This is an optimization exercise on Yosys and OpenROAD, whose aim is small area, a short achievable clock period and few clock cycles per item, not a production implementation.
No run shown here included a check of the RTL's function; only the layout flow was run.

==> flow/design.v (outline; a module is shown in full before it is edited, if it fits) <==
// module aes_sbox: 314 lines
// module aes_inv_sbox: 342 lines
// module sb_xor2: 1 lines
// module sb_xnor2: 1 lines
// module sb_nand2: 1 lines
// module sb_inv: 1 lines
// module sbox_inv16: 25 lines
// module aes_inv_mix_col: 401 lines
// module cbc_aes_dec: 192 lines
module cbc_aes_dec (
    input  wire         clk,
    input  wire         rst,         
    input  wire         key_load,    
    input  wire [127:0] key_in,
    input  wire         iv_load,     
    input  wire [127:0] iv_in,
    input  wire         blk_valid,   
    input  wire [127:0] blk_in,
    output reg          ready,
    output reg          out_valid,   
    output reg  [127:0] out_data
);
  // ...
==> flow/flow/run.sh <==
#!/bin/bash
export SETUP_SLACK_MARGIN=6.6
bash standard.sh > standard.log 2>&1
==> flow/standard.sh <==
#!/bin/bash
# synth_recipe.tcl (not shown) runs the flow's synth.tcl, then flattens the netlist and writes it again
# the make line also repeats each setting of config.mk as NAME=value (left out here)
make -C /OpenROAD-flow-scripts/flow DESIGN_CONFIG=/design/flow/config.mk WORK_HOME=/design/flow/orfs CLKGATE_MAP_FILE= SYNTH_SCRIPT=/design/flow/synth_recipe.tcl "${@:-finish}"
==> flow/config.mk <==
export PLATFORM = sky130hd
export DESIGN_NAME = cbc_aes_dec
export DESIGN_NICKNAME = cbc_aes_dec
export VERILOG_FILES = /design/flow/design.v
export SDC_FILE = /design/flow/constraint.sdc
export NUM_CORES = 8
export LEC_CHECK = 0
export CAP_MARGIN = 20
export CORE_MARGIN = 2
export CORE_UTILIZATION = 50
export SLEW_MARGIN = 20
export SYNTH_HIERARCHICAL = 1
==> flow/constraint.sdc <==
create_clock -name core_clock -period 10.0 [get_ports {clk}]
set_input_delay 2.0000 -clock core_clock [delete_from_list [all_inputs] [get_ports {clk}]]
set_output_delay 2.0000 -clock core_clock [all_outputs]
set_load 0.01 [all_outputs]
==> flow_metrics.env, run 1 <==
export IMPL_design_seq_count=1413
export IMPL_insertion_delay_ns=0.84
export IMPL_nets=11033
export IMPL_path_depth=13
export IMPL_synth_top_family_by_area="XOR/XNOR gates"
export IMPL_wl_met3_um=24400
export IMPL_r2r_cells=13
export IMPL_critical_path_max_stage_delay_ns=0.65
export IMPL_clock_path_buffers=3
export IMPL_min_path_cells=0
export IMPL_yosysTopAreaCell="xor2_1"
export IMPL_grt_use_met3_pct=6.03
export IMPL_seq_cell_share_pct=27.3
export IMPL_synth_top_area_share_pct=32.2
export IMPL_layout_commonest_cell="xor2_1"
export IMPL_cp_arrival_ns=4.43
export IMPL_synthToLayoutAreaGrowth_pct=36.6
export IMPL_n_antenna_cell=16
export IMPL_core_area_um2=170000
export IMPL_final_cell_area_um2=117000
export IMPL_wl_met2_um=156000
export IMPL_synth_edf_count=301
export IMPL_synth_area_leaders="xor2_1 (32%), dfxtp_1 (26%), edfxtp_1 (11%)"
export IMPL_yosys_top_cells_count="xor2_1 (3146), nand2_1 (1598), dfxtp_1 (1112), xnor2_1 (697), o21ai_0 (355)"
export IMPL_finClkSkew_ns=0.0435
export IMPL_taps=2218
export IMPL_cts_resized=1218
export IMPL_cp_max_fo=8
export IMPL_startpoint="u0[8]$_DFF_P_"
export IMPL_finalSetupViolations=0
export IMPL_cp_start_kind="flip-flop"
export IMPL_status="complete, no violations"
export IMPL_r2r_slack_ns=6.30
export IMPL_fin_util_pct=69.0
export IMPL_wl_per_cell_um=26.2
export IMPL_synth_compound_area_share_pct=5.44
export IMPL_cap_violations=0
export IMPL_r2r_start="u0[8]$_DFF_P_"
export IMPL_slew_headroom_pct=22.3
export IMPL_multi_input_area_share_pct=51.2
==> module sbox_inv16, before the edit <==
module sbox_inv16 (
    input  wire [3:0] n,
    output reg  [3:0] ni
);
    always @(*) begin
        case (n)
            4'h0: ni = 4'h0;
            4'h1: ni = 4'h1;
            4'h2: ni = 4'h9;
            4'h3: ni = 4'he;
            4'h4: ni = 4'hd;
            4'h5: ni = 4'hb;
            4'h6: ni = 4'h7;
            4'h7: ni = 4'h6;
            4'h8: ni = 4'hf;
            4'h9: ni = 4'h2;
            4'ha: ni = 4'hc;
            4'hb: ni = 4'h5;
            4'hc: ni = 4'ha;
            4'hd: ni = 4'h4;
            4'he: ni = 4'h3;
            4'hf: ni = 4'h8;
        endcase
    end
endmodule
==> inputs of run 2 (changes only) <==
==> flow/design.v (replaced) <==
module aes_sbox (
    input  wire [7:0] t,
    output wire [7:0] y
);
    wire w1;
    wire w2;
    wire w3;
    wire w4;
    wire w5;
    wire w6;
    wire w7;
    wire w8;
    wire w9;
    wire w10;
    wire w11;
    wire w12;
    wire w13;
    wire w14;
    wire w15;
    wire w16;
    wire w17;
    wire w18;
    wire w19;
    wire w20;
    wire w21;
    wire w22;
    wire w23;
    wire w24;
    wire w25;
    wire w26;
    wire w27;
    wire w28;
    wire w29;
    wire w30;
    wire w31;
    wire w32;
    wire w33;
    wire w34;
    wire w35;
    wire w36;
    wire w37;
    wire w38;
    wire w39;
    wire w40;
    wire w41;
    wire w42;
    wire w43;
    wire w44;
    wire w45;
    wire w46;
    wire w47;
    wire w48;
    wire w49;
    wire w50;
    wire w51;
    wire w52;
    wire w53;
    wire w54;
    wire w55;
    wire w56;
    wire w57;
    wire w58;
    wire w59;
    wire w60;
    wire w61;
    wire w62;
    wire w63;
    wire w64;
    wire w65;
    wire w66;
    wire w67;
    wire w68;
    wire w69;
    wire w70;
    wire w71;
    wire w72;
    wire w73;
    wire w74;
    wire w75;
    wire w76;
    wire w77;
    wire w79;
    wire w80;
    wire w81;
    wire w82;
    wire w83;
    wire w84;
    wire w86;
    wire w87;
    wire w88;
    wire w89;
    wire w90;
    wire w91;
    wire w93;
    wire w94;
    wire w95;
    wire w96;
    wire w97;
    wire w98;
    wire w100;
    wire w101;
    wire w102;
    wire w103;
    wire w104;
    wire w105;
    wire w107;
    wire w108;
    wire w109;
    wire w110;
    wire w111;
    wire w112;
    wire w114;
    wire w115;
    wire w116;
    wire w117;
    wire w118;
    wire w119;
    wire w121;
    wire w122;
    wire w123;
    wire w124;
    wire w125;
    wire w126;
    sb_xor2 u_w1 (.a(t[5]), .b(t[6]), .y(w1));
    sb_xor2 u_w2 (.a(t[0]), .b(t[7]), .y(w2));
    sb_xor2 u_w3 (.a(t[2]), .b(t[4]), .y(w3));
    sb_xor2 u_w4 (.a(t[3]), .b(w1), .y(w4));
    sb_xor2 u_w5 (.a(t[1]), .b(t[5]), .y(w5));
    sb_xor2 u_w6 (.a(w2), .b(w3), .y(w6));
    sb_xor2 u_w7 (.a(t[1]), .b(t[2]), .y(w7));
    sb_xor2 u_w8 (.a(t[4]), .b(t[7]), .y(w8));
    sb_xor2 u_w9 (.a(t[1]), .b(t[4]), .y(w9));
    sb_xor2 u_w10 (.a(t[3]), .b(w5), .y(w10));
    sb_xor2 u_w11 (.a(t[1]), .b(t[7]), .y(w11));
    sb_xor2 u_w12 (.a(w1), .b(w2), .y(w12));
    sb_xor2 u_w13 (.a(w2), .b(w5), .y(w13));
    sb_xor2 u_w14 (.a(w2), .b(w9), .y(w14));
    sb_xor2 u_w15 (.a(t[0]), .b(w3), .y(w15));
    sb_xor2 u_w16 (.a(t[6]), .b(w6), .y(w16));
    sb_xor2 u_w17 (.a(w4), .b(w11), .y(w17));
    sb_xor2 u_w18 (.a(w4), .b(w6), .y(w18));
    sb_xor2 u_w19 (.a(t[0]), .b(t[3]), .y(w19));
    sb_xor2 u_w20 (.a(t[2]), .b(t[3]), .y(w20));
    sb_xor2 u_w21 (.a(t[4]), .b(w12), .y(w21));
    sb_xor2 u_w22 (.a(w2), .b(w10), .y(w22));
    sb_xor2 u_w23 (.a(t[0]), .b(t[4]), .y(w23));
    sb_xor2 u_w24 (.a(t[2]), .b(w13), .y(w24));
    sb_xor2 u_w25 (.a(t[7]), .b(w1), .y(w25));
    sb_xor2 u_w26 (.a(w7), .b(w25), .y(w26));
    sb_xor2 u_w27 (.a(w7), .b(w4), .y(w27));
    sb_xor2 u_w28 (.a(t[4]), .b(w4), .y(w28));
    sb_xor2 u_w29 (.a(t[3]), .b(t[7]), .y(w29));
    sb_xor2 u_w30 (.a(t[6]), .b(w14), .y(w30));
    sb_xor2 u_w31 (.a(w14), .b(w4), .y(w31));
    sb_xor2 u_w32 (.a(t[6]), .b(t[7]), .y(w32));
    sb_xor2 u_w33 (.a(w10), .b(w6), .y(w33));
    sb_xor2 u_w34 (.a(t[5]), .b(w3), .y(w34));
    sb_xor2 u_w35 (.a(t[2]), .b(t[6]), .y(w35));
    sb_xor2 u_w36 (.a(w1), .b(w15), .y(w36));
    sb_xor2 u_w37 (.a(t[1]), .b(t[6]), .y(w37));
    sb_xor2 u_w38 (.a(w37), .b(w15), .y(w38));
    sb_xor2 u_w39 (.a(t[1]), .b(w3), .y(w39));
    sb_xor2 u_w40 (.a(w39), .b(w4), .y(w40));
    sb_xor2 u_w41 (.a(w8), .b(w4), .y(w41));
    sb_xor2 u_w42 (.a(t[4]), .b(w10), .y(w42));
    sb_xor2 u_w43 (.a(t[5]), .b(w8), .y(w43));
    sb_nor2 u_w44 (.a(t[4]), .b(t[0]), .y(w44));
    sb_nandn u_w45 (.a(t[5]), .b(t[3]), .y(w45));
    sb_nandn u_w46 (.a(t[2]), .b(t[6]), .y(w46));
    sb_nandn u_w47 (.a(t[7]), .b(t[1]), .y(w47));
    sb_xor2 u_w48 (.a(w44), .b(w45), .y(w48));
    sb_xor2 u_w49 (.a(w46), .b(w47), .y(w49));
    sb_xor2 u_w50 (.a(w48), .b(w49), .y(w50));
    sb_nandn u_w51 (.a(t[1]), .b(t[4]), .y(w51));
    sb_nand2 u_w52 (.a(t[5]), .b(w19), .y(w52));
    sb_nand2 u_w53 (.a(t[6]), .b(w20), .y(w53));
    sb_nor2 u_w54 (.a(t[7]), .b(w7), .y(w54));
    sb_xor2 u_w55 (.a(w51), .b(w52), .y(w55));
    sb_xor2 u_w56 (.a(w53), .b(w54), .y(w56));
    sb_xor2 u_w57 (.a(w55), .b(w56), .y(w57));
    sb_nor2 u_w58 (.a(t[4]), .b(t[2]), .y(w58));
    sb_nandn u_w59 (.a(t[1]), .b(t[5]), .y(w59));
    sb_nandn u_w60 (.a(t[6]), .b(w19), .y(w60));
    sb_nandn u_w61 (.a(w20), .b(t[7]), .y(w61));
    sb_xor2 u_w62 (.a(w58), .b(w59), .y(w62));
    sb_xor2 u_w63 (.a(w60), .b(w61), .y(w63));
    sb_xor2 u_w64 (.a(w62), .b(w63), .y(w64));
    sb_nor2 u_w65 (.a(t[4]), .b(t[3]), .y(w65));
    sb_nand2 u_w66 (.a(t[5]), .b(t[2]), .y(w66));
    sb_nand2 u_w67 (.a(t[6]), .b(t[1]), .y(w67));
    sb_nand2 u_w68 (.a(t[7]), .b(w19), .y(w68));
    sb_xor2 u_w69 (.a(w65), .b(w66), .y(w69));
    sb_xor2 u_w70 (.a(w67), .b(w68), .y(w70));
    sb_xor2 u_w71 (.a(w69), .b(w70), .y(w71));
    wire [3:0] n = {w71, w64, w57, w50};
    wire [3:0] ni;
    sbox_inv16 u_inv (.n(n), .ni(ni));
    sb_nand2 u_w72 (.a(ni[0]), .b(w21), .y(w72));
    sb_nand2 u_w73 (.a(ni[1]), .b(w28), .y(w73));
    sb_nand2 u_w74 (.a(ni[2]), .b(w34), .y(w74));
    sb_nand2 u_w75 (.a(ni[3]), .b(w9), .y(w75));
    sb_xor2 u_w76 (.a(w72), .b(w73), .y(w76));
    sb_xor2 u_w77 (.a(w74), .b(w75), .y(w77));
    sb_xnor2 u_w78 (.a(w76), .b(w77), .y(y[0]));
    sb_nand2 u_w79 (.a(ni[0]), .b(w16), .y(w79));
    sb_nand2 u_w80 (.a(ni[1]), .b(w17), .y(w80));
    sb_nand2 u_w81 (.a(ni[2]), .b(w18), .y(w81));
    sb_nand2 u_w82 (.a(ni[3]), .b(w40), .y(w82));
    sb_xor2 u_w83 (.a(w79), .b(w80), .y(w83));
    sb_xor2 u_w84 (.a(w81), .b(w82), .y(w84));
    sb_xnor2 u_w85 (.a(w83), .b(w84), .y(y[1]));
    sb_nand2 u_w86 (.a(ni[0]), .b(w22), .y(w86));
    sb_nand2 u_w87 (.a(ni[1]), .b(w16), .y(w87));
    sb_nand2 u_w88 (.a(ni[2]), .b(w17), .y(w88));
    sb_nand2 u_w89 (.a(ni[3]), .b(w18), .y(w89));
    sb_xor2 u_w90 (.a(w86), .b(w87), .y(w90));
    sb_xor2 u_w91 (.a(w88), .b(w89), .y(w91));
    sb_xor2 u_w92 (.a(w90), .b(w91), .y(y[2]));
    sb_nand2 u_w93 (.a(ni[0]), .b(w23), .y(w93));
    sb_nand2 u_w94 (.a(ni[1]), .b(w29), .y(w94));
    sb_nand2 u_w95 (.a(ni[2]), .b(w35), .y(w95));
    sb_nand2 u_w96 (.a(ni[3]), .b(w5), .y(w96));
    sb_xor2 u_w97 (.a(w93), .b(w94), .y(w97));
    sb_xor2 u_w98 (.a(w95), .b(w96), .y(w98));
    sb_xor2 u_w99 (.a(w97), .b(w98), .y(y[3]));
    sb_nand2 u_w100 (.a(ni[0]), .b(w24), .y(w100));
    sb_nand2 u_w101 (.a(ni[1]), .b(w30), .y(w101));
    sb_nand2 u_w102 (.a(ni[2]), .b(w12), .y(w102));
    sb_nand2 u_w103 (.a(ni[3]), .b(w41), .y(w103));
    sb_xor2 u_w104 (.a(w100), .b(w101), .y(w104));
    sb_xor2 u_w105 (.a(w102), .b(w103), .y(w105));
    sb_xor2 u_w106 (.a(w104), .b(w105), .y(y[4]));
    sb_nand2 u_w107 (.a(ni[0]), .b(w26), .y(w107));
    sb_nand2 u_w108 (.a(ni[1]), .b(w31), .y(w108));
    sb_nand2 u_w109 (.a(ni[2]), .b(w36), .y(w109));
    sb_nand2 u_w110 (.a(ni[3]), .b(w42), .y(w110));
    sb_xor2 u_w111 (.a(w107), .b(w108), .y(w111));
    sb_xor2 u_w112 (.a(w109), .b(w110), .y(w112));
    sb_xnor2 u_w113 (.a(w111), .b(w112), .y(y[5]));
    sb_nand2 u_w114 (.a(ni[0]), .b(w8), .y(w114));
    sb_nand2 u_w115 (.a(ni[1]), .b(w32), .y(w115));
    sb_nand2 u_w116 (.a(ni[2]), .b(w1), .y(w116));
    sb_nand2 u_w117 (.a(ni[3]), .b(w43), .y(w117));
    sb_xor2 u_w118 (.a(w114), .b(w115), .y(w118));
    sb_xor2 u_w119 (.a(w116), .b(w117), .y(w119));
    sb_xnor2 u_w120 (.a(w118), .b(w119), .y(y[6]));
    sb_nand2 u_w121 (.a(ni[0]), .b(w27), .y(w121));
    sb_nand2 u_w122 (.a(ni[1]), .b(w33), .y(w122));
    sb_nand2 u_w123 (.a(ni[2]), .b(w38), .y(w123));
    sb_nand2 u_w124 (.a(ni[3]), .b(w13), .y(w124));
    sb_xor2 u_w125 (.a(w121), .b(w122), .y(w125));
    sb_xor2 u_w126 (.a(w123), .b(w124), .y(w126));
    sb_xor2 u_w127 (.a(w125), .b(w126), .y(y[7]));
endmodule
module aes_fwd_tmap (
    input  wire [7:0] a,
    output wire [7:0] t
);
    wire w1;
    wire w2;
    wire w3;
    wire w5;
    wire w9;
    sb_xor2 u_w1 (.a(a[2]), .b(a[7]), .y(w1));
    sb_xor2 u_w2 (.a(a[3]), .b(w1), .y(w2));
    sb_xor2 u_w3 (.a(a[1]), .b(a[6]), .y(w3));
    sb_xor2 u_w4 (.a(a[4]), .b(w3), .y(t[1]));
    sb_xor2 u_w5 (.a(a[0]), .b(a[1]), .y(w5));
    sb_xor2 u_w6 (.a(w5), .b(w2), .y(t[0]));
    sb_xor2 u_w7 (.a(a[6]), .b(w2), .y(t[2]));
    sb_xor2 u_w8 (.a(w1), .b(w3), .y(t[3]));
    sb_xor2 u_w9 (.a(a[4]), .b(a[6]), .y(w9));
    sb_xor2 u_w10 (.a(w9), .b(w2), .y(t[4]));
    sb_xor2 u_w11 (.a(a[5]), .b(w2), .y(t[5]));
    sb_xor2 u_w12 (.a(a[5]), .b(t[1]), .y(t[6]));
    sb_xor2 u_w13 (.a(a[5]), .b(a[7]), .y(t[7]));
endmodule
module aes_inv_sbox (
    input  wire [7:0] t,
    output wire [7:0] y
);
    wire w1;
    wire w2;
    wire w3;
    wire w4;
    wire w5;
    wire w6;
    wire w7;
    wire w8;
    wire w9;
    wire w10;
    wire w11;
    wire w12;
    wire w13;
    wire w14;
    wire w15;
    wire w16;
    wire w17;
    wire w18;
    wire w19;
    wire w20;
    wire w21;
    wire w22;
    wire w23;
    wire w24;
    wire w25;
    wire w26;
    wire w27;
    wire w28;
    wire w29;
    wire w30;
    wire w31;
    wire w32;
    wire w33;
    wire w34;
    wire w35;
    wire w36;
    wire w37;
    wire w38;
    wire w39;
    wire w40;
    wire w41;
    wire w42;
    wire w43;
    wire w44;
    wire w45;
    wire w46;
    wire w47;
    wire w48;
    wire w49;
    wire w50;
    wire w51;
    wire w52;
    wire w53;
    wire w54;
    wire w55;
    wire w56;
    wire w57;
    wire w58;
    wire w59;
    wire w60;
    wire w61;
    wire w62;
    wire w63;
    wire w64;
    wire w65;
    wire w66;
    wire w67;
    wire w68;
    wire w69;
    wire w70;
    wire w71;
    wire w72;
    wire w73;
    wire w74;
    wire w75;
    wire w76;
    wire w78;
    wire w79;
    wire w80;
    wire w81;
    wire w82;
    wire w83;
    wire w85;
    wire w86;
    wire w87;
    wire w88;
    wire w89;
    wire w90;
    wire w92;
    wire w93;
    wire w94;
    wire w95;
    wire w96;
    wire w97;
    wire w99;
    wire w100;
    wire w101;
    wire w102;
    wire w103;
    wire w104;
    wire w106;
    wire w107;
    wire w108;
    wire w109;
    wire w110;
    wire w111;
    wire w113;
    wire w114;
    wire w115;
    wire w116;
    wire w117;
    wire w118;
    wire w120;
    wire w121;
    wire w122;
    wire w123;
    wire w124;
    wire w125;
    sb_xor2 u_w1 (.a(t[4]), .b(t[6]), .y(w1));
    sb_xor2 u_w2 (.a(t[5]), .b(t[7]), .y(w2));
    sb_xor2 u_w3 (.a(t[0]), .b(t[3]), .y(w3));
    sb_xor2 u_w4 (.a(t[1]), .b(t[2]), .y(w4));
    sb_xor2 u_w5 (.a(t[2]), .b(t[3]), .y(w5));
    sb_xor2 u_w6 (.a(t[1]), .b(t[6]), .y(w6));
    sb_xor2 u_w7 (.a(t[0]), .b(t[2]), .y(w7));
    sb_xor2 u_w8 (.a(w2), .b(w3), .y(w8));
    sb_xor2 u_w9 (.a(t[4]), .b(t[5]), .y(w9));
    sb_xor2 u_w10 (.a(t[5]), .b(w1), .y(w10));
    sb_xor2 u_w11 (.a(t[4]), .b(w5), .y(w11));
    sb_xor2 u_w12 (.a(t[7]), .b(w1), .y(w12));
    sb_xor2 u_w13 (.a(t[0]), .b(t[1]), .y(w13));
    sb_xor2 u_w14 (.a(t[5]), .b(w13), .y(w14));
    sb_xor2 u_w15 (.a(w2), .b(w11), .y(w15));
    sb_xor2 u_w16 (.a(t[2]), .b(w1), .y(w16));
    sb_xor2 u_w17 (.a(t[5]), .b(w6), .y(w17));
    sb_xor2 u_w18 (.a(w2), .b(w6), .y(w18));
    sb_xor2 u_w19 (.a(t[0]), .b(t[4]), .y(w19));
    sb_xor2 u_w20 (.a(t[7]), .b(w19), .y(w20));
    sb_xor2 u_w21 (.a(t[7]), .b(w4), .y(w21));
    sb_xor2 u_w22 (.a(w1), .b(w4), .y(w22));
    sb_xor2 u_w23 (.a(t[1]), .b(w2), .y(w23));
    sb_xor2 u_w24 (.a(t[4]), .b(w8), .y(w24));
    sb_xor2 u_w25 (.a(t[1]), .b(w3), .y(w25));
    sb_xor2 u_w26 (.a(w1), .b(w8), .y(w26));
    sb_xor2 u_w27 (.a(t[3]), .b(t[6]), .y(w27));
    sb_xor2 u_w28 (.a(t[7]), .b(w27), .y(w28));
    sb_xor2 u_w29 (.a(w3), .b(w6), .y(w29));
    sb_xor2 u_w30 (.a(t[1]), .b(w8), .y(w30));
    sb_xor2 u_w31 (.a(w3), .b(w12), .y(w31));
    sb_xor2 u_w32 (.a(w1), .b(w5), .y(w32));
    sb_xor2 u_w33 (.a(w5), .b(w10), .y(w33));
    sb_xor2 u_w34 (.a(t[2]), .b(t[5]), .y(w34));
    sb_xor2 u_w35 (.a(t[6]), .b(w34), .y(w35));
    sb_xor2 u_w36 (.a(t[5]), .b(w7), .y(w36));
    sb_xor2 u_w37 (.a(w7), .b(w12), .y(w37));
    sb_xor2 u_w38 (.a(t[6]), .b(w2), .y(w38));
    sb_xor2 u_w39 (.a(w5), .b(w38), .y(w39));
    sb_xor2 u_w40 (.a(w2), .b(w4), .y(w40));
    sb_xor2 u_w41 (.a(t[1]), .b(t[3]), .y(w41));
    sb_xor2 u_w42 (.a(w4), .b(w9), .y(w42));
    sb_nor2 u_w43 (.a(t[4]), .b(t[0]), .y(w43));
    sb_nandn u_w44 (.a(t[5]), .b(t[3]), .y(w44));
    sb_nandn u_w45 (.a(t[2]), .b(t[6]), .y(w45));
    sb_nandn u_w46 (.a(t[7]), .b(t[1]), .y(w46));
    sb_xor2 u_w47 (.a(w43), .b(w44), .y(w47));
    sb_xor2 u_w48 (.a(w45), .b(w46), .y(w48));
    sb_xor2 u_w49 (.a(w47), .b(w48), .y(w49));
    sb_nandn u_w50 (.a(t[1]), .b(t[4]), .y(w50));
    sb_nand2 u_w51 (.a(t[5]), .b(w3), .y(w51));
    sb_nand2 u_w52 (.a(t[6]), .b(w5), .y(w52));
    sb_nor2 u_w53 (.a(t[7]), .b(w4), .y(w53));
    sb_xor2 u_w54 (.a(w50), .b(w51), .y(w54));
    sb_xor2 u_w55 (.a(w52), .b(w53), .y(w55));
    sb_xor2 u_w56 (.a(w54), .b(w55), .y(w56));
    sb_nor2 u_w57 (.a(t[4]), .b(t[2]), .y(w57));
    sb_nandn u_w58 (.a(t[1]), .b(t[5]), .y(w58));
    sb_nandn u_w59 (.a(t[6]), .b(w3), .y(w59));
    sb_nandn u_w60 (.a(w5), .b(t[7]), .y(w60));
    sb_xor2 u_w61 (.a(w57), .b(w58), .y(w61));
    sb_xor2 u_w62 (.a(w59), .b(w60), .y(w62));
    sb_xor2 u_w63 (.a(w61), .b(w62), .y(w63));
    sb_nor2 u_w64 (.a(t[4]), .b(t[3]), .y(w64));
    sb_nand2 u_w65 (.a(t[5]), .b(t[2]), .y(w65));
    sb_nand2 u_w66 (.a(t[6]), .b(t[1]), .y(w66));
    sb_nand2 u_w67 (.a(t[7]), .b(w3), .y(w67));
    sb_xor2 u_w68 (.a(w64), .b(w65), .y(w68));
    sb_xor2 u_w69 (.a(w66), .b(w67), .y(w69));
    sb_xor2 u_w70 (.a(w68), .b(w69), .y(w70));
    wire [3:0] n = {w70, w63, w56, w49};
    wire [3:0] ni;
    sbox_inv16 u_inv (.n(n), .ni(ni));
    sb_nand2 u_w71 (.a(ni[0]), .b(w14), .y(w71));
    sb_nand2 u_w72 (.a(ni[1]), .b(w20), .y(w72));
    sb_nand2 u_w73 (.a(ni[2]), .b(w28), .y(w73));
    sb_nand2 u_w74 (.a(ni[3]), .b(w35), .y(w74));
    sb_xor2 u_w75 (.a(w71), .b(w72), .y(w75));
    sb_xor2 u_w76 (.a(w73), .b(w74), .y(w76));
    sb_xor2 u_w77 (.a(w75), .b(w76), .y(y[0]));
    sb_nand2 u_w78 (.a(ni[0]), .b(w10), .y(w78));
    sb_nand2 u_w79 (.a(ni[1]), .b(w9), .y(w79));
    sb_nand2 u_w80 (.a(ni[2]), .b(t[4]), .y(w80));
    sb_nand2 u_w81 (.a(ni[3]), .b(t[7]), .y(w81));
    sb_xor2 u_w82 (.a(w78), .b(w79), .y(w82));
    sb_xor2 u_w83 (.a(w80), .b(w81), .y(w83));
    sb_xor2 u_w84 (.a(w82), .b(w83), .y(y[1]));
    sb_nand2 u_w85 (.a(ni[0]), .b(w11), .y(w85));
    sb_nand2 u_w86 (.a(ni[1]), .b(w21), .y(w86));
    sb_nand2 u_w87 (.a(ni[2]), .b(w29), .y(w87));
    sb_nand2 u_w88 (.a(ni[3]), .b(w36), .y(w88));
    sb_xor2 u_w89 (.a(w85), .b(w86), .y(w89));
    sb_xor2 u_w90 (.a(w87), .b(w88), .y(w90));
    sb_xor2 u_w91 (.a(w89), .b(w90), .y(y[2]));
    sb_nand2 u_w92 (.a(ni[0]), .b(w15), .y(w92));
    sb_nand2 u_w93 (.a(ni[1]), .b(w22), .y(w93));
    sb_nand2 u_w94 (.a(ni[2]), .b(w30), .y(w94));
    sb_nand2 u_w95 (.a(ni[3]), .b(w37), .y(w95));
    sb_xor2 u_w96 (.a(w92), .b(w93), .y(w96));
    sb_xor2 u_w97 (.a(w94), .b(w95), .y(w97));
    sb_xor2 u_w98 (.a(w96), .b(w97), .y(y[3]));
    sb_nand2 u_w99 (.a(ni[0]), .b(w16), .y(w99));
    sb_nand2 u_w100 (.a(ni[1]), .b(w23), .y(w100));
    sb_nand2 u_w101 (.a(ni[2]), .b(w31), .y(w101));
    sb_nand2 u_w102 (.a(ni[3]), .b(w39), .y(w102));
    sb_xor2 u_w103 (.a(w99), .b(w100), .y(w103));
    sb_xor2 u_w104 (.a(w101), .b(w102), .y(w104));
    sb_xor2 u_w105 (.a(w103), .b(w104), .y(y[4]));
    sb_nand2 u_w106 (.a(ni[0]), .b(w17), .y(w106));
    sb_nand2 u_w107 (.a(ni[1]), .b(w24), .y(w107));
    sb_nand2 u_w108 (.a(ni[2]), .b(w32), .y(w108));
    sb_nand2 u_w109 (.a(ni[3]), .b(w40), .y(w109));
    sb_xor2 u_w110 (.a(w106), .b(w107), .y(w110));
    sb_xor2 u_w111 (.a(w108), .b(w109), .y(w111));
    sb_xor2 u_w112 (.a(w110), .b(w111), .y(y[5]));
    sb_nand2 u_w113 (.a(ni[0]), .b(w4), .y(w113));
    sb_nand2 u_w114 (.a(ni[1]), .b(w25), .y(w114));
    sb_nand2 u_w115 (.a(ni[2]), .b(w7), .y(w115));
    sb_nand2 u_w116 (.a(ni[3]), .b(w41), .y(w116));
    sb_xor2 u_w117 (.a(w113), .b(w114), .y(w117));
    sb_xor2 u_w118 (.a(w115), .b(w116), .y(w118));
    sb_xor2 u_w119 (.a(w117), .b(w118), .y(y[6]));
    sb_nand2 u_w120 (.a(ni[0]), .b(w18), .y(w120));
    sb_nand2 u_w121 (.a(ni[1]), .b(w26), .y(w121));
    sb_nand2 u_w122 (.a(ni[2]), .b(w33), .y(w122));
    sb_nand2 u_w123 (.a(ni[3]), .b(w42), .y(w123));
    sb_xor2 u_w124 (.a(w120), .b(w121), .y(w124));
    sb_xor2 u_w125 (.a(w122), .b(w123), .y(w125));
    sb_xor2 u_w126 (.a(w124), .b(w125), .y(y[7]));
endmodule
module aes_inv_tmap (
    input  wire [7:0] a,
    output wire [7:0] t
);
    wire w1;
    wire w2;
    wire w3;
    wire w5;
    wire w9;
    wire w10;
    wire w12;
    sb_xor2 u_w1 (.a(a[2]), .b(a[7]), .y(w1));
    sb_xor2 u_w2 (.a(a[1]), .b(w1), .y(w2));
    sb_xor2 u_w3 (.a(a[3]), .b(a[5]), .y(w3));
    sb_xor2 u_w4 (.a(a[1]), .b(w3), .y(t[1]));
    sb_xor2 u_w5 (.a(a[3]), .b(a[6]), .y(w5));
    sb_xnor2 u_w6 (.a(w1), .b(w5), .y(t[2]));
    sb_xnor2 u_w7 (.a(a[5]), .b(a[7]), .y(t[3]));
    sb_inv u_w8 (.a(w2), .y(t[4]));
    sb_xor2 u_w9 (.a(a[0]), .b(a[4]), .y(w9));
    sb_xor2 u_w10 (.a(a[5]), .b(a[6]), .y(w10));
    sb_xnor2 u_w11 (.a(w10), .b(w9), .y(t[5]));
    sb_xor2 u_w12 (.a(a[4]), .b(w3), .y(w12));
    sb_xor2 u_w13 (.a(w12), .b(w2), .y(t[6]));
    sb_xor2 u_w14 (.a(a[6]), .b(w2), .y(t[7]));
    assign t[0] = a[3];
endmodule
module sbox_inv16 (
    input  wire [3:0] n,
    output wire [3:0] ni
);
    sbox_inv16_b0 u_b0 (.n(n), .y(ni[0]));
    sbox_inv16_b1 u_b1 (.n(n), .y(ni[1]));
    sbox_inv16_b2 u_b2 (.n(n), .y(ni[2]));
    sbox_inv16_b3 u_b3 (.n(n), .y(ni[3]));
endmodule
module sbox_inv16_b0 (input wire [3:0] n, output wire y);
    assign y = (~n[3] & ~n[2] & ~n[1] & n[0]) |
               (~n[3] & ~n[2] & n[1] & ~n[0]) |
               (~n[3] & n[2] & ~n[1] & ~n[0]) |
               (~n[3] & n[2] & ~n[1] & n[0]) |
               (~n[3] & n[2] & n[1] & ~n[0]) |
               (n[3] & ~n[2] & ~n[1] & ~n[0]) |
               (n[3] & ~n[2] & n[1] & n[0]) |
               (n[3] & n[2] & n[1] & ~n[0]);
endmodule
module sbox_inv16_b1 (input wire [3:0] n, output wire y);
    assign y = (~n[3] & ~n[2] & n[1] & n[0]) |
               (~n[3] & n[2] & ~n[1] & n[0]) |
               (~n[3] & n[2] & n[1] & ~n[0]) |
               (~n[3] & n[2] & n[1] & n[0]) |
               (n[3] & ~n[2] & ~n[1] & ~n[0]) |
               (n[3] & ~n[2] & ~n[1] & n[0]) |
               (n[3] & n[2] & ~n[1] & ~n[0]) |
               (n[3] & n[2] & n[1] & ~n[0]);
endmodule
module sbox_inv16_b2 (input wire [3:0] n, output wire y);
    assign y = (~n[3] & ~n[2] & n[1] & n[0]) |
               (~n[3] & n[2] & ~n[1] & ~n[0]) |
               (~n[3] & n[2] & n[1] & ~n[0]) |
               (~n[3] & n[2] & n[1] & n[0]) |
               (n[3] & ~n[2] & ~n[1] & ~n[0]) |
               (n[3] & ~n[2] & n[1] & ~n[0]) |
               (n[3] & ~n[2] & n[1] & n[0]) |
               (n[3] & n[2] & ~n[1] & n[0]);
endmodule
module sbox_inv16_b3 (input wire [3:0] n, output wire y);
    assign y = (~n[3] & ~n[2] & n[1] & ~n[0]) |
               (~n[3] & ~n[2] & n[1] & n[0]) |
               (~n[3] & n[2] & ~n[1] & ~n[0]) |
               (~n[3] & n[2] & ~n[1] & n[0]) |
               (n[3] & ~n[2] & ~n[1] & ~n[0]) |
               (n[3] & ~n[2] & n[1] & ~n[0]) |
               (n[3] & n[2] & ~n[1] & ~n[0]) |
               (n[3] & n[2] & n[1] & n[0]);
endmodule
module sb_xor2 (input wire a, input wire b, output wire y); assign y = a ^ b; endmodule
module sb_xnor2 (input wire a, input wire b, output wire y); assign y = ~(a ^ b); endmodule
module sb_nand2 (input wire a, input wire b, output wire y); assign y = ~(a & b); endmodule
module sb_nandn (input wire a, input wire b, output wire y); assign y = ~(a & ~b); endmodule
module sb_nor2 (input wire a, input wire b, output wire y); assign y = ~(a | b); endmodule
module sb_inv (input wire a, output wire y); assign y = ~a; endmodule
module aes_inv_mix_col (
    input  wire [31:0] col_in,
    output wire [31:0] col_out
);
    wire w1;
    wire w2;
    wire w3;
    wire w4;
    wire w5;
    wire w6;
    wire w7;
    wire w8;
    wire w9;
    wire w10;
    wire w11;
    wire w12;
    wire w13;
    wire w14;
    wire w15;
    wire w16;
    wire w17;
    wire w18;
    wire w19;
    wire w20;
    wire w21;
    wire w22;
    wire w23;
    wire w24;
    wire w25;
    wire w26;
    wire w27;
    wire w28;
    wire w29;
    wire w30;
    wire w31;
    wire w32;
    wire w33;
    wire w34;
    wire w35;
    wire w36;
    wire w37;
    wire w38;
    wire w39;
    wire w40;
    wire w41;
    wire w42;
    wire w43;
    wire w44;
    wire w45;
    wire w46;
    wire w47;
    wire w48;
    wire w49;
    wire w50;
    wire w51;
    wire w52;
    wire w53;
    wire w54;
    wire w55;
    wire w56;
    wire w57;
    wire w58;
    wire w59;
    wire w60;
    wire w61;
    wire w62;
    wire w63;
    wire w64;
    wire w65;
    wire w66;
    wire w67;
    wire w68;
    wire w69;
    wire w70;
    wire w71;
    wire w72;
    wire w73;
    wire w74;
    wire w75;
    wire w76;
    wire w77;
    wire w78;
    wire w79;
    wire w80;
    wire w81;
    wire w83;
    wire w85;
    wire w86;
    wire w87;
    wire w89;
    wire w91;
    wire w92;
    wire w93;
    wire w95;
    wire w96;
    wire w97;
    wire w98;
    wire w99;
    wire w100;
    wire w102;
    wire w103;
    wire w104;
    wire w106;
    wire w107;
    wire w108;
    wire w110;
    wire w111;
    wire w112;
    wire w113;
    wire w115;
    wire w116;
    wire w117;
    wire w118;
    wire w119;
    wire w120;
    wire w122;
    wire w123;
    wire w124;
    wire w126;
    wire w127;
    wire w128;
    wire w130;
    wire w131;
    wire w132;
    wire w134;
    wire w135;
    wire w136;
    wire w137;
    wire w138;
    wire w140;
    wire w141;
    wire w142;
    wire w144;
    wire w145;
    wire w146;
    wire w147;
    wire w148;
    wire w149;
    wire w151;
    wire w152;
    wire w153;
    wire w154;
    wire w156;
    wire w157;
    wire w158;
    wire w160;
    wire w161;
    wire w162;
    wire w163;
    wire w164;
    wire w165;
    wire w167;
    wire w168;
    wire w169;
    wire w171;
    wire w172;
    wire w173;
    wire w175;
    wire w176;
    wire w177;
    wire w178;
    wire w179;
    wire w181;
    wire w182;
    wire w184;
    wire w185;
    wire w186;
    wire w187;
    wire w188;
    wire w190;
    wire w191;
    wire w192;
    wire w193;
    wire w194;
    wire w196;
    wire w197;
    wire w198;
    wire w199;
    wire w200;
    wire w202;
    wire w203;
    wire w204;
    wire w205;
    wire w207;
    wire w208;
    wire w209;
    wire w210;
    wire w212;
    wire w213;
    wire w214;
    wire w216;
    wire w217;
    wire w218;
    wire w219;
    wire w221;
    wire w222;
    wire w223;
    wire w224;
    wire w225;
    wire w227;
    wire w228;
    wire w229;
    wire w230;
    wire w231;
    sb_xor2 u_w1 (.a(col_in[24]), .b(col_in[9]), .y(w1));
    sb_xor2 u_w2 (.a(col_in[25]), .b(col_in[8]), .y(w2));
    sb_xor2 u_w3 (.a(col_in[26]), .b(col_in[29]), .y(w3));
    sb_xor2 u_w4 (.a(col_in[18]), .b(col_in[21]), .y(w4));
    sb_xor2 u_w5 (.a(col_in[17]), .b(col_in[0]), .y(w5));
    sb_xor2 u_w6 (.a(col_in[10]), .b(col_in[13]), .y(w6));
    sb_xor2 u_w7 (.a(col_in[2]), .b(col_in[5]), .y(w7));
    sb_xor2 u_w8 (.a(col_in[16]), .b(col_in[1]), .y(w8));
    sb_xor2 u_w9 (.a(col_in[19]), .b(col_in[3]), .y(w9));
    sb_xor2 u_w10 (.a(col_in[27]), .b(col_in[11]), .y(w10));
    sb_xor2 u_w11 (.a(col_in[14]), .b(col_in[15]), .y(w11));
    sb_xor2 u_w12 (.a(col_in[30]), .b(col_in[31]), .y(w12));
    sb_xor2 u_w13 (.a(col_in[20]), .b(col_in[22]), .y(w13));
    sb_xor2 u_w14 (.a(col_in[4]), .b(col_in[6]), .y(w14));
    sb_xor2 u_w15 (.a(col_in[28]), .b(col_in[12]), .y(w15));
    sb_xor2 u_w16 (.a(col_in[7]), .b(w4), .y(w16));
    sb_xor2 u_w17 (.a(w1), .b(w3), .y(w17));
    sb_xor2 u_w18 (.a(w2), .b(w5), .y(w18));
    sb_xor2 u_w19 (.a(col_in[23]), .b(w7), .y(w19));
    sb_xor2 u_w20 (.a(w6), .b(w8), .y(w20));
    sb_xor2 u_w21 (.a(col_in[25]), .b(w5), .y(w21));
    sb_xor2 u_w22 (.a(col_in[26]), .b(w1), .y(w22));
    sb_xor2 u_w23 (.a(col_in[9]), .b(col_in[10]), .y(w23));
    sb_xor2 u_w24 (.a(col_in[22]), .b(col_in[3]), .y(w24));
    sb_xor2 u_w25 (.a(col_in[19]), .b(col_in[6]), .y(w25));
    sb_xor2 u_w26 (.a(col_in[1]), .b(col_in[2]), .y(w26));
    sb_xor2 u_w27 (.a(col_in[17]), .b(col_in[18]), .y(w27));
    sb_xor2 u_w28 (.a(w6), .b(w9), .y(w28));
    sb_xor2 u_w29 (.a(col_in[4]), .b(w13), .y(w29));
    sb_xor2 u_w30 (.a(w3), .b(w14), .y(w30));
    sb_xor2 u_w31 (.a(w4), .b(w10), .y(w31));
    sb_xor2 u_w32 (.a(col_in[30]), .b(col_in[11]), .y(w32));
    sb_xor2 u_w33 (.a(col_in[27]), .b(col_in[21]), .y(w33));
    sb_xor2 u_w34 (.a(col_in[18]), .b(col_in[14]), .y(w34));
    sb_xor2 u_w35 (.a(col_in[5]), .b(w9), .y(w35));
    sb_xor2 u_w36 (.a(col_in[20]), .b(w7), .y(w36));
    sb_xor2 u_w37 (.a(col_in[14]), .b(w2), .y(w37));
    sb_xor2 u_w38 (.a(w4), .b(w8), .y(w38));
    sb_xor2 u_w39 (.a(col_in[7]), .b(w2), .y(w39));
    sb_xor2 u_w40 (.a(col_in[23]), .b(w15), .y(w40));
    sb_xor2 u_w41 (.a(col_in[26]), .b(w12), .y(w41));
    sb_xor2 u_w42 (.a(w11), .b(w16), .y(w42));
    sb_xor2 u_w43 (.a(w12), .b(w19), .y(w43));
    sb_xor2 u_w44 (.a(w21), .b(w22), .y(w44));
    sb_xor2 u_w45 (.a(col_in[16]), .b(col_in[0]), .y(w45));
    sb_xor2 u_w46 (.a(col_in[28]), .b(col_in[1]), .y(w46));
    sb_xor2 u_w47 (.a(col_in[10]), .b(col_in[12]), .y(w47));
    sb_xor2 u_w48 (.a(col_in[29]), .b(col_in[9]), .y(w48));
    sb_xor2 u_w49 (.a(col_in[29]), .b(col_in[31]), .y(w49));
    sb_xor2 u_w50 (.a(col_in[24]), .b(col_in[8]), .y(w50));
    sb_xor2 u_w51 (.a(col_in[30]), .b(col_in[2]), .y(w51));
    sb_xor2 u_w52 (.a(col_in[17]), .b(col_in[12]), .y(w52));
    sb_xor2 u_w53 (.a(col_in[13]), .b(col_in[2]), .y(w53));
    sb_xor2 u_w54 (.a(w33), .b(w46), .y(w54));
    sb_xor2 u_w55 (.a(col_in[27]), .b(w11), .y(w55));
    sb_xor2 u_w56 (.a(w3), .b(w5), .y(w56));
    sb_xor2 u_w57 (.a(w7), .b(w47), .y(w57));
    sb_xor2 u_w58 (.a(col_in[13]), .b(w8), .y(w58));
    sb_xor2 u_w59 (.a(w6), .b(w13), .y(w59));
    sb_xor2 u_w60 (.a(col_in[15]), .b(w9), .y(w60));
    sb_xor2 u_w61 (.a(w8), .b(w23), .y(w61));
    sb_xor2 u_w62 (.a(w10), .b(w49), .y(w62));
    sb_xor2 u_w63 (.a(col_in[5]), .b(w24), .y(w63));
    sb_xor2 u_w64 (.a(col_in[22]), .b(w25), .y(w64));
    sb_xor2 u_w65 (.a(w6), .b(w15), .y(w65));
    sb_xor2 u_w66 (.a(col_in[6]), .b(w27), .y(w66));
    sb_xor2 u_w67 (.a(col_in[21]), .b(w10), .y(w67));
    sb_xor2 u_w68 (.a(col_in[29]), .b(w1), .y(w68));
    sb_xor2 u_w69 (.a(w17), .b(w35), .y(w69));
    sb_xor2 u_w70 (.a(w18), .b(w54), .y(w70));
    sb_xor2 u_w71 (.a(w23), .b(w29), .y(w71));
    sb_xor2 u_w72 (.a(w11), .b(w30), .y(w72));
    sb_xor2 u_w73 (.a(w14), .b(w36), .y(w73));
    sb_xor2 u_w74 (.a(w39), .b(w61), .y(w74));
    sb_xor2 u_w75 (.a(w20), .b(w63), .y(w75));
    sb_xor2 u_w76 (.a(w26), .b(w40), .y(w76));
    sb_xor2 u_w77 (.a(w20), .b(w27), .y(w77));
    sb_xor2 u_w78 (.a(col_in[13]), .b(w2), .y(w78));
    sb_xor2 u_w79 (.a(w32), .b(w45), .y(w79));
    sb_xor2 u_w80 (.a(w78), .b(w79), .y(w80));
    sb_xor2 u_w81 (.a(w42), .b(w69), .y(w81));
    sb_xor2 u_w82 (.a(w80), .b(w81), .y(col_out[24]));
    sb_xor2 u_w83 (.a(w28), .b(w36), .y(w83));
    sb_xor2 u_w84 (.a(w70), .b(w83), .y(col_out[25]));
    sb_xor2 u_w85 (.a(col_in[16]), .b(w55), .y(w85));
    sb_xor2 u_w86 (.a(w56), .b(w43), .y(w86));
    sb_xor2 u_w87 (.a(w71), .b(w85), .y(w87));
    sb_xnor2 u_w88 (.a(w86), .b(w87), .y(col_out[26]));
    sb_xor2 u_w89 (.a(w31), .b(w57), .y(w89));
    sb_xnor2 u_w90 (.a(w72), .b(w89), .y(col_out[27]));
    sb_xor2 u_w91 (.a(w15), .b(w19), .y(w91));
    sb_xor2 u_w92 (.a(w37), .b(w38), .y(w92));
    sb_xor2 u_w93 (.a(w71), .b(w91), .y(w93));
    sb_xnor2 u_w94 (.a(w92), .b(w93), .y(col_out[28]));
    sb_xor2 u_w95 (.a(col_in[27]), .b(w14), .y(w95));
    sb_xor2 u_w96 (.a(w24), .b(w34), .y(w96));
    sb_xor2 u_w97 (.a(w48), .b(w7), .y(w97));
    sb_xor2 u_w98 (.a(w18), .b(w58), .y(w98));
    sb_xor2 u_w99 (.a(w95), .b(w96), .y(w99));
    sb_xor2 u_w100 (.a(w97), .b(w98), .y(w100));
    sb_xnor2 u_w101 (.a(w99), .b(w100), .y(col_out[29]));
    sb_xor2 u_w102 (.a(col_in[23]), .b(col_in[3]), .y(w102));
    sb_xor2 u_w103 (.a(w102), .b(w34), .y(w103));
    sb_xor2 u_w104 (.a(w103), .b(w59), .y(w104));
    sb_xor2 u_w105 (.a(w104), .b(w44), .y(col_out[30]));
    sb_xor2 u_w106 (.a(col_in[18]), .b(w60), .y(w106));
    sb_xor2 u_w107 (.a(w62), .b(w106), .y(w107));
    sb_xor2 u_w108 (.a(w73), .b(w74), .y(w108));
    sb_xor2 u_w109 (.a(w107), .b(w108), .y(col_out[31]));
    sb_xor2 u_w110 (.a(col_in[6]), .b(w5), .y(w110));
    sb_xor2 u_w111 (.a(w50), .b(w110), .y(w111));
    sb_xor2 u_w112 (.a(w16), .b(w62), .y(w112));
    sb_xor2 u_w113 (.a(w111), .b(w112), .y(w113));
    sb_xor2 u_w114 (.a(w75), .b(w113), .y(col_out[16]));
    sb_xor2 u_w115 (.a(col_in[12]), .b(col_in[13]), .y(w115));
    sb_xor2 u_w116 (.a(col_in[19]), .b(col_in[20]), .y(w116));
    sb_xor2 u_w117 (.a(w10), .b(w115), .y(w117));
    sb_xor2 u_w118 (.a(w116), .b(w7), .y(w118));
    sb_xor2 u_w119 (.a(w117), .b(w118), .y(w119));
    sb_xor2 u_w120 (.a(w17), .b(w21), .y(w120));
    sb_xor2 u_w121 (.a(w119), .b(w120), .y(col_out[17]));
    sb_xor2 u_w122 (.a(col_in[8]), .b(w17), .y(w122));
    sb_xor2 u_w123 (.a(w64), .b(w122), .y(w123));
    sb_xor2 u_w124 (.a(w42), .b(w76), .y(w124));
    sb_xnor2 u_w125 (.a(w123), .b(w124), .y(col_out[18]));
    sb_xor2 u_w126 (.a(col_in[28]), .b(w51), .y(w126));
    sb_xor2 u_w127 (.a(w126), .b(w16), .y(w127));
    sb_xor2 u_w128 (.a(w28), .b(w30), .y(w128));
    sb_xnor2 u_w129 (.a(w127), .b(w128), .y(col_out[19]));
    sb_xor2 u_w130 (.a(col_in[20]), .b(w26), .y(w130));
    sb_xor2 u_w131 (.a(w130), .b(w18), .y(w131));
    sb_xor2 u_w132 (.a(w65), .b(w131), .y(w132));
    sb_xnor2 u_w133 (.a(w72), .b(w132), .y(col_out[20]));
    sb_xor2 u_w134 (.a(col_in[10]), .b(col_in[14]), .y(w134));
    sb_xor2 u_w135 (.a(col_in[30]), .b(col_in[5]), .y(w135));
    sb_xor2 u_w136 (.a(w134), .b(w135), .y(w136));
    sb_xor2 u_w137 (.a(w25), .b(w136), .y(w137));
    sb_xor2 u_w138 (.a(w17), .b(w137), .y(w138));
    sb_xnor2 u_w139 (.a(w70), .b(w138), .y(col_out[21]));
    sb_xor2 u_w140 (.a(w1), .b(w8), .y(w140));
    sb_xor2 u_w141 (.a(w140), .b(w55), .y(w141));
    sb_xor2 u_w142 (.a(w57), .b(w66), .y(w142));
    sb_xor2 u_w143 (.a(w141), .b(w142), .y(col_out[22]));
    sb_xor2 u_w144 (.a(col_in[10]), .b(col_in[7]), .y(w144));
    sb_xor2 u_w145 (.a(w12), .b(w144), .y(w145));
    sb_xor2 u_w146 (.a(w3), .b(w9), .y(w146));
    sb_xor2 u_w147 (.a(w145), .b(w146), .y(w147));
    sb_xor2 u_w148 (.a(w18), .b(w67), .y(w148));
    sb_xor2 u_w149 (.a(w147), .b(w148), .y(w149));
    sb_xor2 u_w150 (.a(w76), .b(w149), .y(col_out[23]));
    sb_xor2 u_w151 (.a(w33), .b(w45), .y(w151));
    sb_xor2 u_w152 (.a(w151), .b(w28), .y(w152));
    sb_xor2 u_w153 (.a(w37), .b(w68), .y(w153));
    sb_xor2 u_w154 (.a(w152), .b(w153), .y(w154));
    sb_xor2 u_w155 (.a(w43), .b(w154), .y(col_out[8]));
    sb_xor2 u_w156 (.a(col_in[11]), .b(col_in[4]), .y(w156));
    sb_xor2 u_w157 (.a(w156), .b(w52), .y(w157));
    sb_xor2 u_w158 (.a(w157), .b(w38), .y(w158));
    sb_xor2 u_w159 (.a(w158), .b(w69), .y(col_out[9]));
    sb_xor2 u_w160 (.a(col_in[0]), .b(col_in[11]), .y(w160));
    sb_xor2 u_w161 (.a(col_in[20]), .b(col_in[25]), .y(w161));
    sb_xor2 u_w162 (.a(w14), .b(w160), .y(w162));
    sb_xor2 u_w163 (.a(w161), .b(w162), .y(w163));
    sb_xor2 u_w164 (.a(w20), .b(w41), .y(w164));
    sb_xor2 u_w165 (.a(w163), .b(w164), .y(w165));
    sb_xnor2 u_w166 (.a(w42), .b(w165), .y(col_out[10]));
    sb_xor2 u_w167 (.a(col_in[28]), .b(w7), .y(w167));
    sb_xor2 u_w168 (.a(w167), .b(w31), .y(w168));
    sb_xor2 u_w169 (.a(w41), .b(w59), .y(w169));
    sb_xnor2 u_w170 (.a(w168), .b(w169), .y(col_out[11]));
    sb_xor2 u_w171 (.a(col_in[30]), .b(w15), .y(w171));
    sb_xor2 u_w172 (.a(w16), .b(w171), .y(w172));
    sb_xor2 u_w173 (.a(w172), .b(w44), .y(w173));
    sb_xnor2 u_w174 (.a(w73), .b(w173), .y(col_out[12]));
    sb_xor2 u_w175 (.a(w13), .b(w25), .y(w175));
    sb_xor2 u_w176 (.a(w32), .b(w53), .y(w176));
    sb_xor2 u_w177 (.a(w175), .b(w176), .y(w177));
    sb_xor2 u_w178 (.a(w21), .b(w38), .y(w178));
    sb_xor2 u_w179 (.a(w68), .b(w177), .y(w179));
    sb_xnor2 u_w180 (.a(w178), .b(w179), .y(col_out[13]));
    sb_xor2 u_w181 (.a(col_in[19]), .b(w51), .y(w181));
    sb_xor2 u_w182 (.a(w181), .b(w30), .y(w182));
    sb_xor2 u_w183 (.a(w182), .b(w74), .y(col_out[14]));
    sb_xor2 u_w184 (.a(col_in[23]), .b(col_in[31]), .y(w184));
    sb_xor2 u_w185 (.a(w184), .b(w53), .y(w185));
    sb_xor2 u_w186 (.a(w185), .b(w29), .y(w186));
    sb_xor2 u_w187 (.a(w31), .b(w60), .y(w187));
    sb_xor2 u_w188 (.a(w186), .b(w187), .y(w188));
    sb_xor2 u_w189 (.a(w44), .b(w188), .y(col_out[15]));
    sb_xor2 u_w190 (.a(col_in[15]), .b(w50), .y(w190));
    sb_xor2 u_w191 (.a(w19), .b(w190), .y(w191));
    sb_xor2 u_w192 (.a(w56), .b(w58), .y(w192));
    sb_xor2 u_w193 (.a(w64), .b(w67), .y(w193));
    sb_xor2 u_w194 (.a(w191), .b(w192), .y(w194));
    sb_xor2 u_w195 (.a(w193), .b(w194), .y(col_out[0]));
    sb_xor2 u_w196 (.a(col_in[28]), .b(col_in[3]), .y(w196));
    sb_xor2 u_w197 (.a(col_in[4]), .b(w196), .y(w197));
    sb_xor2 u_w198 (.a(w2), .b(w48), .y(w198));
    sb_xor2 u_w199 (.a(w197), .b(w198), .y(w199));
    sb_xor2 u_w200 (.a(w20), .b(w31), .y(w200));
    sb_xor2 u_w201 (.a(w199), .b(w200), .y(col_out[1]));
    sb_xor2 u_w202 (.a(col_in[24]), .b(w24), .y(w202));
    sb_xor2 u_w203 (.a(w202), .b(w39), .y(w203));
    sb_xor2 u_w204 (.a(w65), .b(w66), .y(w204));
    sb_xor2 u_w205 (.a(w203), .b(w204), .y(w205));
    sb_xnor2 u_w206 (.a(w43), .b(w205), .y(col_out[2]));
    sb_xor2 u_w207 (.a(col_in[12]), .b(w13), .y(w207));
    sb_xor2 u_w208 (.a(w3), .b(w34), .y(w208));
    sb_xor2 u_w209 (.a(w19), .b(w207), .y(w209));
    sb_xor2 u_w210 (.a(w208), .b(w28), .y(w210));
    sb_xnor2 u_w211 (.a(w209), .b(w210), .y(col_out[3]));
    sb_xor2 u_w212 (.a(w12), .b(w15), .y(w212));
    sb_xor2 u_w213 (.a(w17), .b(w212), .y(w213));
    sb_xor2 u_w214 (.a(w29), .b(w213), .y(w214));
    sb_xnor2 u_w215 (.a(w77), .b(w214), .y(col_out[4]));
    sb_xor2 u_w216 (.a(col_in[21]), .b(w32), .y(w216));
    sb_xor2 u_w217 (.a(w52), .b(w216), .y(w217));
    sb_xor2 u_w218 (.a(w22), .b(w37), .y(w218));
    sb_xor2 u_w219 (.a(w217), .b(w218), .y(w219));
    sb_xnor2 u_w220 (.a(w75), .b(w219), .y(col_out[5]));
    sb_xor2 u_w221 (.a(col_in[11]), .b(col_in[22]), .y(w221));
    sb_xor2 u_w222 (.a(col_in[28]), .b(w221), .y(w222));
    sb_xor2 u_w223 (.a(w26), .b(w4), .y(w223));
    sb_xor2 u_w224 (.a(w18), .b(w222), .y(w224));
    sb_xor2 u_w225 (.a(w223), .b(w41), .y(w225));
    sb_xor2 u_w226 (.a(w224), .b(w225), .y(col_out[6]));
    sb_xor2 u_w227 (.a(col_in[7]), .b(w10), .y(w227));
    sb_xor2 u_w228 (.a(w11), .b(w22), .y(w228));
    sb_xor2 u_w229 (.a(w227), .b(w35), .y(w229));
    sb_xor2 u_w230 (.a(w40), .b(w228), .y(w230));
    sb_xor2 u_w231 (.a(w229), .b(w77), .y(w231));
    sb_xor2 u_w232 (.a(w230), .b(w231), .y(col_out[7]));
endmodule
module cbc_aes_dec (
    input  wire         clk,
    input  wire         rst,         
    input  wire         key_load,    
    input  wire [127:0] key_in,
    input  wire         iv_load,     
    input  wire [127:0] iv_in,
    input  wire         blk_valid,   
    input  wire [127:0] blk_in,
    output reg          ready,
    output reg          out_valid,   
    output reg  [127:0] out_data
);
    localparam [1:0] S_RUN   = 2'd0,   
                     S_KCHK  = 2'd1,   
                     S_DRAIN = 2'd2,   
                     S_EXP   = 2'd3;   
    reg [1:0]   fsm;
    reg         kvalid;   
    reg         match;    
    reg [127:0] key;      
    reg [127:0] dk;       
    reg [31:0]  dkt;      
    reg [4:0]   ecnt;     
    reg [127:0] civ;      
    reg         ent;      
    reg         a0;       
    reg [3:0]   r0;
    reg [127:0] st0;      
    reg [127:0] k0;       
    reg [31:0]  u0;       
    reg [127:0] iv0;      
    reg         a1;
    reg [3:0]   r1;
    reg [127:0] st1;
    reg [127:0] k1;       
    reg [31:0]  t1;       
    reg [127:0] iv1;
    wire take     = ready && !rst;
    wire take_key = take && key_load;
    wire take_iv  = take && !key_load && iv_load;
    wire take_blk = take && !key_load && !iv_load && blk_valid;
    wire [127:0] isr;
    wire [127:0] isb;
    genvar r, c;
    generate
        for (c = 0; c < 4; c = c + 1) begin : g_col
            for (r = 0; r < 4; r = r + 1) begin : g_row
                assign isr[127 - 8*(r + 4*c) -: 8] = st0[127 - 8*(r + 4*((c + 4 - r) % 4)) -: 8];
                aes_inv_sbox u_sbox (
                    .t(isr[127 - 8*(r + 4*c) -: 8]),
                    .y(isb[127 - 8*(r + 4*c) -: 8])
                );
            end
        end
    endgenerate
    wire [31:0] sw_out;
    aes_sbox u_ks_sbox0 (.t(u0[23:16]), .y(sw_out[31:24]));
    aes_sbox u_ks_sbox1 (.t(u0[15:8]),  .y(sw_out[23:16]));
    aes_sbox u_ks_sbox2 (.t(u0[7:0]),   .y(sw_out[15:8]));
    aes_sbox u_ks_sbox3 (.t(u0[31:24]), .y(sw_out[7:0]));
    wire [127:0] ark = st1 ^ k1;
    wire [127:0] imc;     
    generate
        for (c = 0; c < 4; c = c + 1) begin : g_mix
            aes_inv_mix_col u_mix (
                .col_in (ark[127 - 32*c -: 32]),
                .col_out(imc[127 - 32*c -: 32])
            );
        end
    endgenerate
    function [7:0] rcon_of(input [3:0] i);
        case (i)
            4'd1:    rcon_of = 8'h01;
            4'd2:    rcon_of = 8'h02;
            4'd3:    rcon_of = 8'h04;
            4'd4:    rcon_of = 8'h08;
            4'd5:    rcon_of = 8'h10;
            4'd6:    rcon_of = 8'h20;
            4'd7:    rcon_of = 8'h40;
            4'd8:    rcon_of = 8'h80;
            4'd9:    rcon_of = 8'h1b;
            4'd10:   rcon_of = 8'h36;
            default: rcon_of = 8'h00;
        endcase
    endfunction
    wire [31:0] q0 = k1[127:96], q1 = k1[95:64], q2 = k1[63:32], q3 = k1[31:0];
    wire [127:0] k1_prev = {q0 ^ {rcon_of(r1), 24'h000000} ^ t1, q1 ^ q0, q2 ^ q1, q3 ^ q2};
    wire [31:0]  u1_prev = q3 ^ q1;      
    wire [31:0] d0 = dk[127:96], d1 = dk[95:64], d2 = dk[63:32], d3 = dk[31:0];
    wire [127:0] dk_prev = {d0 ^ 32'h36000000 ^ dkt, d1 ^ d0, d2 ^ d1, d3 ^ d2};
    wire [31:0]  udk     = d3 ^ d1;
    wire [31:0] e0 = d0 ^ {rcon_of(ecnt[4:1]), 24'h000000} ^ t1;
    wire [31:0] e1 = e0 ^ d1;
    wire [31:0] e2 = e1 ^ d2;
    wire [31:0] e3 = e2 ^ d3;
    wire [127:0] blk_x = blk_in ^ dk;
    wire [127:0] blk_t;
    generate
        for (c = 0; c < 16; c = c + 1) begin : g_in
            aes_inv_tmap u_tmap (.a(blk_x[8*c +: 8]), .t(blk_t[8*c +: 8]));
        end
    endgenerate
    wire [31:0] u0_x = (fsm == S_DRAIN && !a0 && !a1) ? key[31:0] :
                       (fsm == S_EXP)   ? (ecnt[0] ? e3 : d3) :
                       ent              ? udk : u1_prev;
    wire [31:0] u0_t;
    generate
        for (c = 0; c < 4; c = c + 1) begin : g_u
            aes_fwd_tmap u_tmap (.a(u0_x[8*c +: 8]), .t(u0_t[8*c +: 8]));
        end
    endgenerate
    always @(posedge clk) begin
        st1 <= isb;
        k1  <= k0;
        t1  <= sw_out;
        iv1 <= iv0;
        if (ent) begin
            st0 <= blk_t;
            k0  <= dk_prev;
            iv0 <= civ;
        end else begin
            st0 <= imc;
            k0  <= k1_prev;
            iv0 <= iv1;
        end
        u0 <= u0_t;
        out_data <= ark ^ iv1;
        if (take_key)
            key <= key_in;
        if (fsm == S_DRAIN)
            dk <= key;           
        else if (fsm == S_EXP && ecnt[0])
            dk <= {e0, e1, e2, e3};
        if (fsm == S_EXP && ecnt == 5'd21)
            dkt <= t1;
    end
    reg  [1:0] fsm_n;
    reg        kvalid_n;
    wire       match_n = kvalid && (key_in == key);
    always @(*) begin
        fsm_n    = fsm;
        kvalid_n = kvalid;
        case (fsm)
            S_RUN: begin
                if (take_key)
                    fsm_n = S_KCHK;
            end
            S_KCHK: begin
                if (!match) begin
                    kvalid_n = 1'b0;
                    fsm_n    = S_DRAIN;
                end else if (take_key) begin
                    fsm_n = S_KCHK;
                end else begin
                    fsm_n = S_RUN;
                end
            end
            S_DRAIN: begin
                if (!a0 && !a1)
                    fsm_n = S_EXP;
            end
            S_EXP: begin
                if (ecnt == 5'd21) begin
                    kvalid_n = 1'b1;
                    fsm_n    = S_RUN;
                end
            end
            default: fsm_n = S_RUN;
        endcase
    end
    wire free1_n = !a0 || (r0 == 4'd0);
    always @(posedge clk) begin
        match <= match_n;
        if (rst) begin
            fsm       <= S_RUN;
            kvalid    <= 1'b0;
            ready     <= 1'b1;
            ent       <= 1'b1;
            a0        <= 1'b0;
            a1        <= 1'b0;
            out_valid <= 1'b0;
            civ       <= 128'd0;
        end else begin
            fsm       <= fsm_n;
            kvalid    <= kvalid_n;
            ready     <= ((fsm_n == S_RUN) || ((fsm_n == S_KCHK) && match_n)) && free1_n;
            ent       <= free1_n;
            a1        <= a0;
            r1        <= r0;
            a0        <= take_blk || (a1 && (r1 != 4'd0));
            r0        <= take_blk ? 4'd9 : r1 - 4'd1;
            out_valid <= a1 && (r1 == 4'd0);
            if (take_iv)
                civ <= iv_in;
            else if (take_blk)
                civ <= blk_in;
            if (fsm == S_DRAIN)
                ecnt <= 5'd2;
            else
                ecnt <= ecnt + 5'd1;
        end
    end
endmodule
==> run 2 against run 1 <==
  * Design area is 17% lower
  * Worst hold slack better by 0.011 ns
  * Non-clock buffer count is 974 lower
  * Via count is 10% lower
  * Fmax is 4.2% higher
  * Global-route usage is 0.66 points lower
  * Synthesized cell count is 9.7% lower
  * Sequential cell count is 1 higher
  * Clock-buffer cell count is 1 higher
  * Sequential share of layout area is 4.9 points higher
  * Largest cell class unchanged
  * Highest routed layer is now met4
==> flow_metrics.env, run 2 <==
export IMPL_wl_um=307000
export IMPL_dr_pass1_iters=6
export IMPL_multi_input_area_um2=51400
export IMPL_critical_path_max_stage_delay_ns=0.68
export IMPL_startpoint="iv_load"
export IMPL_via_per_inst=5.42
export IMPL_fmax_mhz=282
export IMPL_drcViolationCount=0
export IMPL_status="complete, no violations"
export IMPL_layout_commonest_cell="xor2_1"
export IMPL_final_max_slew_viol_count=0
export IMPL_ys_types=62
export IMPL_min_path_cells=0
export IMPL_path_clk_slew_ns=0.06
export IMPL_grtUsageTotal_pct=35.5
export IMPL_cap_violations=0
export IMPL_crit_type="input pin to flip-flop"
export IMPL_path_buf_inv=3
export IMPL_synthToLayoutAreaGrowth_pct=19.1
export IMPL_r2r_cells=7
export IMPL_dieArea_um2=167000
export IMPL_dp_hpwl_um=231000
export IMPL_nets=9368
export IMPL_gp_congestion=0.993
export IMPL_synth_area_leaders="xor2_1 (36%), dfxtp_1 (27%), edfxtp_1 (11%)"
export IMPL_yosys_top_cells_count="xor2_1 (3358), dfxtp_1 (1113), nand2_1 (1000), xnor2_1 (383), o21ai_0 (354)"
export IMPL_hold_start="k0[102]$_DFF_P_"
export IMPL_finalSetupViolations=0
export IMPL_synth_edf_count=301
export IMPL_crit_required_ns=10.66
export IMPL_cts_root_buf="clkbuf_16"
export IMPL_min_to="k1[102]$_DFF_P_"
export IMPL_cts_tree="yes"
export IMPL_cp_top_family="buffers and inverters"
export IMPL_insertion_delay_ns=0.81
export IMPL_cp_arrival_ns=4.21
export IMPL_postPlaceCellArea_um2=90000
export IMPL_finClkSkew_ns=0.0200
export IMPL_regArea_um2=31400
export IMPL_r2r_start="k1[83]$_DFF_P_"
export IMPL_rows=148
export IMPL_syn_area_um2=81800
export IMPL_ios=519
export IMPL_fin_util_pct=59.9
export IMPL_cp_max_fo=57
export IMPL_instances_no_fill=11282
export IMPL_die_h_um=408
export IMPL_synth_area_per_cell_um2=9.82
export IMPL_min_path_type="flip-flop to flip-flop"
export IMPL_fin_crit_ns=3.55
export IMPL_cts_hold_buffers_added=0
export IMPL_final_hold_viol_count=0
export IMPL_cp_start_kind="input pin"
export IMPL_yosysWarnings=7
export IMPL_setup_tns_final_ns=0
export IMPL_clock_path_buffers=3
export IMPL_slew_headroom_pct=18.4
export IMPL_path_cells="clkdlybuf4s15_2 -> inv_4 -> clkbuf_8 -> o22ai_1 -> a21oi_1"
export IMPL_dp_cells=10949
export IMPL_dr_total_vias=61099
export IMPL_r2r_slack_ns=6.59
export IMPL_rsz0062_at_grt="true"
export IMPL_yosysTopAreaCell="xor2_1"
export IMPL_wl_per_cell_um=27.2
export IMPL_final_cell_area_um2=97400
export IMPL_grt_pass1_wl_um=427000
export IMPL_synth_top_area_share_pct=36.0
export IMPL_core_area_um2=163000
## run 2: cell families after synthesis
kind of cell / after synthesis / synth area share [%]
AO/OA/AOI/OAI: 921 / 6.62
adder cells (fa/ha/maj): 11 / 0.168
multiplexers: 285 / 3.91
flip-flops: 1414 / 38.3
AND/OR/NAND/NOR: 1636 / 8.83
buffers and inverters: 299 / 1.60
XOR/XNOR: 3757 / 40.6
## run 2: Yosys stat by module, one instance, submodules excluded, excerpt
module	flops+latches	area, um^2	cells	times used
cbc_aes_dec	1414	50500	4139	1
sb_nandn	0	6.26	1	140
sb_xnor2	0	8.76	1	128
sb_xor2	0	8.76	1	2624
sb_nand2	0	3.75	1	740
sbox_inv16_b0	0	40.0	7	20
sb_nor2	0	3.75	1	80
aes_inv_tmap	0	7.51	1	16
sb_inv	0	3.75	1	16
sbox_inv16_b1	0	33.8	5	20
sbox_inv16_b3	0	38.8	5	20
## run 2: worst max path at each step
stage,cells after the start,to,slack [ns]
2_1_floorplan,6,ready$_SDFF_PP1_,6.31
3_3_place_gp,5,key[109]$_DFFE_PP_,4.96
3_5_place_dp,5,key[5]$_DFFE_PP_,4.91
5_1_grt,10,st1[115]$_DFF_P_,6.51
4_1_cts,1,out_data[113],6.60
6_report,5,civ[2]$_SDFFE_PP0P_,6.45
## run 2: per-stage QoR
step	hold WS (ns)	setup slack [ns]
2_1_floorplan	0.310	6.31
3_3_place_gp	0.310	4.96
3_5_place_dp	0.312	4.91
4_1_cts	0.314	6.60
5_1_grt	0.315	6.51
6_report	0.311	6.45
## run 2: routing by layer
layer  track usage (%)  wire [um]
met4              15.7      14900
met1              49.3     133000
met2              53.6     135000
met5                 0          0
met3              6.47      24500
## run 2: timing repair
item                       in CTS  in global routing
pin swaps                       5                 31
setup endpoints to repair     518                322
cloned                          6                 10
setup buffers                   6                 16
resized for setup             616                148
## run 2: final cells by class
| type | count | area share (%) |
|---|---|---|
| diodes | 10 | 0.0257 |
| clock buffers | 229 | 4.61 |
| clock inverters | 56 | 0.586 |
| inverters | 83 | 0.335 |
| multi-input cells | 6623 | 52.7 |
| flip-flops and latches | 1414 | 32.2 |
| well taps | 2175 | 2.80 |
| repair buffers | 692 | 6.66 |

static timing again, ports no longer ideal:
The flow's constraints put no driver on any port. The routed layouts listed below were extracted and timed again, unchanged, in two steps.
Step 1, drivers: a clkbuf_16 drives clk and a buf_2 each remaining input, both assumed.
Step 2 also shifts input and output timing later by t, the mid clock arrival at the registers, as if the neighbouring blocks saw the same clock.
Slacks: no drivers / after step 1 / after step 2; pairs: no drivers / after step 1.
run	t, ns	setup slack, ns	worst slew at a driven data input, ns
run 1	0.916	6.299 / 6.299 / 5.619	0.26
run 2	0.871	6.448 / 6.496 / 5.625	0.20
After both steps setup and hold are still met in every run listed. For run 2, which loses most, drivers alone change the setup slack by +0.048 ns; drivers and shift together by -0.823 ns.
